Background: an optimization exercise with open tools, aiming at small area, a short achievable clock period and few clock cycles per item. Do not read the settings as production practice. Function was checked by simulation only, so behaviour that the tests miss may differ from the original. Power is estimated from default activity; no workload was simulated.

Setup of lane 1:
==> flow/design.v (excerpt) <==
module yuv420_block_csc (
    input  wire        clk,
    input  wire        rst,         
    input  wire        in_valid,
    output wire        in_ready,
    input  wire [31:0] in_y,        
    input  wire [7:0]  in_u,
    input  wire [7:0]  in_v,
    output wire        out_valid,
    input  wire        out_ready,
    output wire [95:0] out_rgb      
);
==> flow/config.mk <==
export PLATFORM = sky130hd
export DESIGN_NAME = yuv420_block_csc
export DESIGN_NICKNAME = yuv420_block_csc
export VERILOG_FILES = /design/flow/design.v
export SDC_FILE = /design/flow/constraint.sdc
export NUM_CORES = 4
export LEC_CHECK = 0
export CAP_MARGIN = 20
export CORE_MARGIN = 2
export CORE_UTILIZATION = 65
export SLEW_MARGIN = 20
export SYNTH_HIERARCHICAL = 1
==> flow/constraint.sdc <==
create_clock -name core_clock -period 22.0 [get_ports {clk}]
set_input_delay 4.4000 -clock core_clock [delete_from_list [all_inputs] [get_ports {clk}]]
set_output_delay 4.4000 -clock core_clock [all_outputs]
set_load 0.01 [all_outputs]
standard.sh (not shown) runs the stock make flow with config.mk's settings and CLKGATE_MAP_FILE= SYNTH_SCRIPT=/design/flow/synth_recipe.tcl, a recipe that flattens the netlist after the stock synthesis.
==> flow/flow/run.sh <==
#!/bin/bash
# Layout flow: the standard ORFS flow with two changes: the port buffers
# are sky130_fd_sc_hd__buf_2 cells instead of the delay cell buffer_ports picks by
# itself, and clock tree synthesis uses clkbuf_4/clkbuf_8 cells, clusters of up
# to 30 sinks and no dummy loads.
set -euo pipefail
cd "$(dirname "$0")/.."
export BUFFER_PORTS_ARGS="-buffer_cell sky130_fd_sc_hd__buf_2"
export CTS_ARGS="-sink_clustering_enable -repair_clock_nets -dont_use_dummy_load -buf_list {sky130_fd_sc_hd__clkbuf_8 sky130_fd_sc_hd__clkbuf_16} -sink_clustering_size 20"
bash standard.sh > flow_standard.log 2>&1 || { tail -50 flow_standard.log; exit 1; }
tail -5 flow_standard.log
Lane 1 completed end to end with timing, DRC and antenna clean.
Testbench counts of lane 1, summed over its fixed seeds: cycles 16,024, items 16,000.
Here is what was changed in the inputs of lane 2 compared with lane 1.
- CORE_UTILIZATION: 65 -> 55
==> flow/flow/run.sh <==
#!/bin/bash
# Layout flow: the standard ORFS flow with two changes: the port buffers
# are sky130_fd_sc_hd__buf_1 cells instead of the delay cell buffer_ports picks by
# itself, and clock tree synthesis uses clkbuf_4/clkbuf_8 cells, clusters of up
# to 30 sinks and no dummy loads.
set -euo pipefail
cd "$(dirname "$0")/.."
export BUFFER_PORTS_ARGS="-buffer_cell sky130_fd_sc_hd__buf_1"
export CTS_ARGS="-sink_clustering_enable -repair_clock_nets -dont_use_dummy_load -buf_list {sky130_fd_sc_hd__clkbuf_4 sky130_fd_sc_hd__clkbuf_8} -sink_clustering_size 30"
bash standard.sh > flow_standard.log 2>&1 || { tail -50 flow_standard.log; exit 1; }
tail -5 flow_standard.log
--- outcome ---
Lane 2 ends up with lower cell leakage power than lane 1 does. Lane 2 ends up with lower worst-case setup margin in the final layout than lane 1 does. Share of final layout cell area taken by non-clock buffers (higher): lane 1. Lane 1 -> lane 2: first-pass GRT wire length increased by a few percent. On internal cell power, the higher figure sits with lane 1, not lane 2. Between lane 1 and lane 2, the flow reports sequential power increasing slightly. Summary of lane 2 over lane 1: final cell count shows an increase of about 5%, cell area after layout lower, non-clock buffer count grew by about 1.3%, detailed-route wire length now sits higher, total length of routed met3 wires shrank by about 9%.
Here is what was changed in the inputs of lane 3 compared with lane 2.
- CORE_UTILIZATION: 55 -> 65
- ABC_AREA: unset -> 1
Notes after the runs:
- Delta (lane 3 minus lane 2): number of placed cells counting well taps climbed about 25%, routed wire length on met2 dropped 2.5%, number of search-and-repair iterations in the first detailed-routing pass barely changed, average instance area after synthesis dropped about 27%.
- Going from lane 2 to lane 3, the area growth from synthesis to layout was found to have gone down by 0.16 points.
- Lane 3 vs lane 2 — worst hold slack dropped 0.014 ns.
- STATUS minimum setup slack in the final design: lane 3 loses against lane 2
- out_rgb[3] as the end point of the critical path was reported by lane 2, and out_rgb[48] by lane 3.
- Against lane 2 as the reference, lane 3 delivers a lower sequential area share after synthesis.
Relative to lane 3, the following input files were edited for lane 4:
- a deleted ABC_AREA that had been 1
diff --git a/flow/flow/run.sh b/flow/flow/run.sh
--- a/flow/flow/run.sh
+++ b/flow/flow/run.sh
@@ -2,3 +2,3 @@
 # Layout flow: the standard ORFS flow with two changes: the port buffers
-# are sky130_fd_sc_hd__buf_1 cells instead of the delay cell buffer_ports picks by
+# are sky130_fd_sc_hd__buf_2 cells instead of the delay cell buffer_ports picks by
 # itself, and clock tree synthesis uses clkbuf_4/clkbuf_8 cells, clusters of up
Results
Lane 4 closes out successfully: all stages finished, all timing, DRC and antenna checks passed.
Lane 4: worst slack on hold paths lower than lane 3
Taking lane 3 as the reference, in lane 4 first-pass GRT wire length decreased by about 3% relative to the old numbers; time the worst path needs with I/O delays and setup lost 0.051 ns; final worst setup slack +0.051 ns; final instance count without filler cells has decreased; synthesized area per cell picked up an extra about 37%.
Between lane 3 and lane 4, the flow reports clock-buffer cell count decreasing by a few percent.
Peak ir drop on the vdd network (lower): lane 4
Lane 4 reports a lower power share of the clock group than lane 3 does.
Going from lane 3 to lane 4, met1 routed wirelength after detailed routing held; die area went down 0.71%.
Setup changes, lane 4 to lane 5
- CORE_UTILIZATION: 65 -> 80
diff --git a/flow/flow/run.sh b/flow/flow/run.sh
--- a/flow/flow/run.sh
+++ b/flow/flow/run.sh
@@ -7,3 +7,3 @@
 cd "$(dirname "$0")/.."
-export BUFFER_PORTS_ARGS="-buffer_cell sky130_fd_sc_hd__buf_1"
+export BUFFER_PORTS_ARGS="-buffer_cell sky130_fd_sc_hd__buf_2"
 export CTS_ARGS="-sink_clustering_enable -repair_clock_nets -dont_use_dummy_load -buf_list {sky130_fd_sc_hd__clkbuf_4 sky130_fd_sc_hd__clkbuf_8} -sink_clustering_size 30"
==> comparison <==
- Compared with lane 4, lane 5 shows a peak clock frequency supported by timing that is about 0.9% lower.
- Internal power consumption went up by a few percent going from lane 4 to lane 5.
- Comparing lane 5 and lane 4, sum of routed wire length over all layers is lower on lane 4.
- Re arrival time at the worst endpoint: lane 5 is 0.04 ns up on lane 4.
- Going from lane 4 to lane 5, total vias in the final route grew by a little under 10%.
- Final HPWL from detailed placement: lane 5 worse than lane 4

[static timing again, ports no longer ideal]
No port has a modelled driver above. Below, the same layouts with a new extraction and two added sets of constraints.
Step 1: set_driving_cell puts a clkbuf_16 on clk and a buf_2 on each other input, an assumption about the parent block.
Step 2 times the ports against the registers' clock, not the clock port: input delays grow and output delays shrink by t, the midpoint of the rising clock arrivals with the driver on.
Three values: ideal, step 1, step 2; two values: the first two.
run	t, ns	setup WS [ns]	latest minus earliest clock arrival (ns)	pins driven straight from the clock port
lane 1	0.553	16.494 / 16.446 / 16.061	0.023 / 0.023	1
lane 2	0.562	16.485 / 16.442 / 16.075	0.040 / 0.040	1
lane 3	0.555	16.434 / 16.386 / 16.181	0.042 / 0.041	1
lane 4	0.555	16.485 / 16.436 / 16.035	0.057 / 0.057	1
lane 5	0.566	16.436 / 16.391 / 16.009	0.073 / 0.074	1
After both steps setup and hold are still met in every run listed. The setup slack of lane 4, which loses most, moves by -0.049 ns with the drivers and by -0.450 ns with both steps.
